Context: an optimization exercise on an open-source flow, tuned for small area, a short achievable clock period and few clock cycles. The choices shown serve that exercise and are no tape-out recipe. RTL that was checked went through simulation tests only; none was proved equivalent to the original. Power and IR drop assume default switching activity.

## the previous run
==> flow/design.v (excerpt) <==
module anc_w334_to_gump (
    input  wire        clk,
    input  wire        rst,
    input  wire        in_valid,
    output wire        in_ready,
    input  wire [31:0] in_data,
    input  wire        in_two,
    input  wire        in_last,
    input  wire [12:0] in_loc,
    output wire        out_valid,
    input  wire        out_ready,
    output wire [31:0] out_data,
    output wire [1:0]  out_cnt
);
    localparam S  = 133;         
    localparam [7:0] SM1 = S - 1;
    localparam [7:0] TAP = S - 3;   
    reg  [15:0] ring [0:S-1];
    wire [15:0] rw = ring[S-1];      
    wire [15:0] rt = ring[TAP];      
    function [7:0] modinc(input [7:0] x);
        modinc = (x == SM1) ? 8'd0 : x + 8'd1;
    endfunction
    reg [12:0] q_loc0, q_loc1;
    reg [7:0]  qa1;
    reg [1:0]  q_cnt;
    reg [7:0]  hage;
    reg        hread;            
    reg        patch;            
    reg        h_tap;            
    wire       patch0 = patch && (hage[7:3] == 5'd0);
  ...
Size in the first run: roughly 3800 cells after synthesis, roughly 87 I/O pins.
Settings: LEC_CHECK=0, ABC_CLOCK_PERIOD_IN_PS=3000, CAP_MARGIN=20, CORE_MARGIN=2, CORE_UTILIZATION=60, CTS_CLUSTER_DIAMETER=100, CTS_CLUSTER_SIZE=26, SLEW_MARGIN=20; clock period 10.0 ns.
standard.sh (not shown) runs the stock make flow with config.mk's settings and CLKGATE_MAP_FILE= SYNTH_SCRIPT=/design/flow/synth_recipe.tcl, a recipe that flattens the netlist after the stock synthesis.
==> flow/flow/run.sh <==
#!/bin/bash
set -euo pipefail
export SETUP_SLACK_MARGIN=6.9
export BUFFER_PORTS_ARGS="-buffer_cell sky130_fd_sc_hd__buf_4"
bash standard.sh > standard.log 2>&1
Changes in the current run relative to the previous run:
- CORE_UTILIZATION now 40, was 60
## What came out
- The current run has completed all stages; timing, DRC and antenna checks passed.
- From the previous run to the current run the numbers moved as follows: clock buffer count up 3; proportion of synthesized chip area in sequential cells flat; number of tap cells inserted up 641; routed wire length down 5.0%; total chip power flat.
- The previous run → the current run: fraction of area in multi-input gates decreased 0.17 points, global-route usage decreased 6.9 points, worst setup margin increased 4.0 ps.
No functional check of the RTL was part of any run of this note.

Another version of the RTL of anc_w334_to_gump (not shown whole).
Size in the first run: about 87 I/O pins, about 60,000 µm² of cells after synthesis.
## anc_w334_to_gump
module anc_w334_to_gump (
    input  wire        clk,
    input  wire        rst,
    input  wire        in_valid,
    output wire        in_ready,
    input  wire [31:0] in_data,
    input  wire        in_two,
    input  wire        in_last,
    input  wire [12:0] in_loc,
    output wire        out_valid,
    input  wire        out_ready,
    output wire [31:0] out_data,
    output wire [1:0]  out_cnt
);
    localparam S  = 132;         
    localparam [7:0] SM1 = S - 1;
    localparam [7:0] SM2 = S - 2;
    localparam [7:0] SM3 = S - 3;
    function [7:0] modsub(input [7:0] a, input [7:0] b);
        reg [8:0] d;
        begin
            d = {1'b0, a} - {1'b0, b};
            modsub = d[8] ? d[7:0] + S : d[7:0];
        end
    endfunction
    reg  [15:0] ring [0:S-1];
    wire [15:0] rw = ring[S-1];      
    wire [15:0] rt = ring[S-2];      
    reg  [7:0] now;                  
  ...
Settings: LEC_CHECK=0, ABC_CLOCK_PERIOD_IN_PS=3000, CAP_MARGIN=20, CORE_MARGIN=2, CORE_UTILIZATION=40, SETUP_SLACK_MARGIN=5, SLEW_MARGIN=20; clock period 10.0 ns.
run.sh (not shown) runs the stock make flow with config.mk's settings and CLKGATE_MAP_FILE= SYNTH_SCRIPT=/design/flow/synth_recipe.tcl, a recipe that flattens the netlist after the stock synthesis.
Stock flow here: none of the scripts above is used.
The first run ran to the end with no violations.
Edit:
==> flow/flow/run.sh (new file) <==
#!/bin/bash
set -euo pipefail
export SETUP_SLACK_MARGIN=6
export BUFFER_PORTS_ARGS="-buffer_cell sky130_fd_sc_hd__buf_4"
bash standard.sh > standard.log 2>&1
==> flow/standard.sh (new file) <==
#!/bin/bash
# synth_recipe.tcl (not shown) runs the flow's synth.tcl, then flattens the netlist and writes it again
# the make line also repeats each setting of config.mk as NAME=value (left out here)
make -C /OpenROAD-flow-scripts/flow DESIGN_CONFIG=/design/flow/config.mk WORK_HOME=/design/flow/orfs CLKGATE_MAP_FILE= SYNTH_SCRIPT=/design/flow/synth_recipe.tcl "${@:-finish}"
- SETUP_SLACK_MARGIN: 5 -> default
removed: flow/run.sh
Effect:
- The changed run produced a clean layout
- final cell count hardly moves
- die area is unchanged
- fmax is higher by 19%
- via count is about the same
- power fell by 1.3%
- global-route usage fell by 0.10 points
- synthesized area is unchanged
Edit:
==> flow/run.sh (new file) <==
#!/bin/bash
# synth_recipe.tcl (not shown) runs the flow's synth.tcl, then flattens the netlist and writes it again
# the make line also repeats each setting of config.mk as NAME=value (left out here)
make -C /OpenROAD-flow-scripts/flow DESIGN_CONFIG=/design/flow/config.mk WORK_HOME=/design/flow/orfs CLKGATE_MAP_FILE= SYNTH_SCRIPT=/design/flow/synth_recipe.tcl finish
- ABC_CLOCK_PERIOD_IN_PS: 3000 -> default
removed: flow/flow/run.sh
removed: flow/standard.sh
Result: Worst hold slack gets worse by 0.015 ns; clock skew increases by 0.0035 ns; routed wire length is higher by about 0.8%; final cell count stays flat; synthesized area stays the same; combinational power shrinks by about 8%.
No functional check of the RTL was part of any run of this note.

anc_w334_to_gump, a different RTL version from the one above (not shown whole).
Size: ~2400 flip-flops, ~87 I/O pins, roughly 58000 sq um of cells after synthesis.
clock: 10.0 ns
lec_check: 0
abc_clock_period_in_ps: 3000
cap_margin: 20
core_margin: 2
core_utilization: 60
cts_cluster_diameter: 60
cts_cluster_size: 12
slew_margin: 20
standard.sh (not shown) runs the stock make flow with config.mk's settings and CLKGATE_MAP_FILE= SYNTH_SCRIPT=/design/flow/synth_recipe.tcl, a recipe that flattens the netlist after the stock synthesis.
==> flow/flow/run.sh <==
#!/bin/bash
set -euo pipefail
export SETUP_SLACK_MARGIN=7.2
export BUFFER_PORTS_ARGS="-buffer_cell sky130_fd_sc_hd__buf_4"
bash standard.sh > standard.log 2>&1
Testbench counts at the start, summed over its fixed seeds: cycles 17,261.
Rerun with:
==> flow/run.sh (new file) <==
#!/bin/bash
# synth_recipe.tcl (not shown) runs the flow's synth.tcl, then flattens the netlist and writes it again
# the make line also repeats each setting of config.mk as NAME=value (left out here)
make -C /OpenROAD-flow-scripts/flow DESIGN_CONFIG=/design/flow/config.mk WORK_HOME=/design/flow/orfs CLKGATE_MAP_FILE= SYNTH_SCRIPT=/design/flow/synth_recipe.tcl finish
Settings changed: CTS_CLUSTER_DIAMETER 60 to 100, CTS_CLUSTER_SIZE 12 to 26, SETUP_SLACK_MARGIN set to 5.
removed: flow/flow/run.sh
removed: flow/standard.sh
Effect:
- The new run produced a clean layout
- synthesized area is unchanged
- final area came out lower by about 6%
- core utilization came out lower by 4.3 points
- via count came out lower by about 4.5%

Setup of north:
anc_w334_to_gump, a different RTL version from the one above (not shown whole).
Size: ~3700 cells after synthesis, ~2300 flip-flops, roughly 87 I/O pins, roughly 0.058 sq mm of cells after synthesis.
// anc_w334_to_gump
module anc_w334_to_gump (
    input  wire        clk,
    input  wire        rst,
    input  wire        in_valid,
    output wire        in_ready,
    input  wire [31:0] in_data,
    input  wire        in_two,
    input  wire        in_last,
    input  wire [12:0] in_loc,
    output wire        out_valid,
    input  wire        out_ready,
    output wire [31:0] out_data,
    output wire [1:0]  out_cnt
);
clock: 10.0 ns
lec_check: 0
abc_clock_period_in_ps: 3000
cap_margin: 20
core_margin: 2
core_utilization: 40
slew_margin: 20
==> flow/flow/run.sh <==
#!/bin/bash
set -euo pipefail
export SETUP_SLACK_MARGIN=6
export BUFFER_PORTS_ARGS="-buffer_cell sky130_fd_sc_hd__buf_4"
bash standard.sh > standard.log 2>&1
Modified inputs, east compared to north
- CTS_CLUSTER_SIZE newly set to 26
- CTS_CLUSTER_DIAMETER newly set to 100
==> run notes <==
For the share of layout cells above drive strength 1, east came in 5.3 points lower than north did. Number of buffers created by CTS went down by more than a quarter going from north to east. Comparing north and east, the higher slew at the pin with the worst max-slew slack was measured on east. For cell area, dividing the value from east by the value from north gives 0.938.
Function was not checked in any run of this note: the RTL went through the layout flow alone.

## try-harbor
Another version of the RTL of anc_w334_to_gump (not shown whole).
Size: about 3700 cells after synthesis, roughly 2400 flip-flops, about 87 I/O pins.
export LEC_CHECK = 0
export ABC_CLOCK_PERIOD_IN_PS = 3000
export CAP_MARGIN = 20
export CORE_MARGIN = 2
export CORE_UTILIZATION = 40
export CTS_CLUSTER_DIAMETER = 100
export CTS_CLUSTER_SIZE = 26
export SLEW_MARGIN = 20
create_clock -name core_clock -period 10.0 [get_ports {clk}]
==> flow/flow/run.sh <==
#!/bin/bash
set -euo pipefail
export SETUP_SLACK_MARGIN=6.9
export BUFFER_PORTS_ARGS="-buffer_cell sky130_fd_sc_hd__buf_4"
bash standard.sh > standard.log 2>&1
For try-xenon, these inputs were changed with respect to try-harbor:
==> flow/flow/run.sh <==
#!/bin/bash
set -euo pipefail
export SETUP_SLACK_MARGIN=6
export BUFFER_PORTS_ARGS="-buffer_cell sky130_fd_sc_hd__buf_4"
bash standard.sh > standard.log 2>&1
==> comparison <==
try-xenon: flow completed, timing, DRC and antenna clean
Compared with try-harbor, in try-xenon count of clock-buffer cells in the layout went up by 3; clock share of power was more or less identical; share of cells above drive strength 1 went down by 1.3 points; met1 routed wirelength after detailed routing went down by 2.0%; share of power burned in combinational logic went down by 0.2 points.
No functional check of the RTL was part of any run of this note.

Setup of run H:
Another version of the RTL of anc_w334_to_gump (not shown whole).
Size: about 87 I/O pins, about 58000 um2 of cells after synthesis.
export LEC_CHECK = 0
export ABC_CLOCK_PERIOD_IN_PS = 3000
export CAP_MARGIN = 20
export CORE_MARGIN = 2
export CORE_UTILIZATION = 60
export CTS_CLUSTER_DIAMETER = 100
export CTS_CLUSTER_SIZE = 26
export SLEW_MARGIN = 20
create_clock -name core_clock -period 10.0 [get_ports {clk}]
==> flow/flow/run.sh <==
#!/bin/bash
set -euo pipefail
export SETUP_SLACK_MARGIN=6.9
export BUFFER_PORTS_ARGS="-buffer_cell sky130_fd_sc_hd__buf_4"
bash standard.sh > standard.log 2>&1
Testbench counts of run H, summed over its fixed seeds: cycles 17,261.
Edits applied to the flow inputs when going from run H to run B:
- a change of CORE_UTILIZATION from 60 to 40
==> comparison <==
- The post-route cell area of run B was inferior to that of run H.
- The beginning of the critical path comes out ovalid in one run and in_ready_r in the other, namely in run H and run B respectively.
- Summary of run B over run H: length of routed met2 wiring fell 2.5 mm, slack of the critical path -0.042 ns, post-placement cell area went up, clock period minus final worst setup slack went up.
- Run B vs run H, wire length went down by about 3.3%.
- Going from run H to run B, site row count grew by more than 10%.

re-timing with driven ports:
Ports are ideal in the flow. The routed layouts listed here were re-timed in OpenROAD.
Step 1, drivers: a clkbuf_16 drives clk and a buf_2 each remaining input, both assumed.
Step 2 adds t to the input delays and takes it off the output delays; t is the mean of the earliest and latest rising clock arrival at the registers after step 1. Input paths then give back, and output paths get back, about the clock's delay inside the block.
a / b / c = no drivers / after step 1 / after step 2; a / b = the first two.
| run | shift t [ns] | slack for setup (ns) | hold slack, ns | clock arrival spread, ns | worst register clock-pin slew, ns |
|---|---|---|---|---|---|
| the previous run | 0.768 | 6.699 / 6.634 / 6.323 | 0.319 / 0.319 / 0.319 | 0.031 / 0.031 | 0.12 / 0.12 |
| the current run | 0.789 | 6.703 / 6.633 / 6.281 | 0.294 / 0.294 / 0.294 | 0.064 / 0.064 | 0.11 / 0.11 |
| the first run of note 2 | 0.859 | 5.343 / 5.394 / 4.536 | 0.283 / 0.283 / 0.283 | 0.056 / 0.057 | 0.07 / 0.07 |
| the second run of note 2 | 0.847 | 6.102 / 6.102 / 5.395 | 0.296 / 0.296 / 0.296 | 0.052 / 0.052 | 0.07 / 0.07 |
| the third run of note 2 | 0.859 | 5.042 / 5.042 / 4.528 | 0.282 / 0.282 / 0.282 | 0.058 / 0.058 | 0.07 / 0.07 |
| the first run of note 3 | 0.845 | 6.789 / 6.718 / 6.468 | 0.305 / 0.305 / 0.305 | 0.040 / 0.040 | 0.07 / 0.07 |
| the second run of note 3 | 0.762 | 5.809 / 5.809 / 5.745 | 0.320 / 0.320 / 0.320 | 0.021 / 0.021 | 0.11 / 0.11 |
| north | 0.843 | 6.096 / 6.096 / 5.405 | 0.271 / 0.271 / 0.271 | 0.073 / 0.073 | 0.07 / 0.07 |
| east | 0.800 | 6.148 / 6.141 / 5.394 | 0.278 / 0.278 / 0.278 | 0.104 / 0.104 | 0.11 / 0.11 |
| try-harbor | 0.800 | 6.643 / 6.573 / 6.252 | 0.288 / 0.288 / 0.288 | 0.095 / 0.095 | 0.11 / 0.11 |
| try-xenon | 0.791 | 6.314 / 6.314 / 5.716 | 0.292 / 0.292 / 0.292 | 0.068 / 0.068 | 0.11 / 0.11 |
| run H | 0.758 | 6.837 / 6.774 / 6.455 | 0.302 / 0.302 / 0.302 | 0.037 / 0.037 | 0.11 / 0.11 |
| run B | 0.796 | 6.795 / 6.718 / 6.455 | 0.291 / 0.291 / 0.291 | 0.056 / 0.056 | 0.11 / 0.11 |
After both steps setup and hold are still met in every run listed. For the first run of note 2, which loses most, drivers alone change the setup slack by +0.051 ns; drivers and shift together by -0.807 ns.
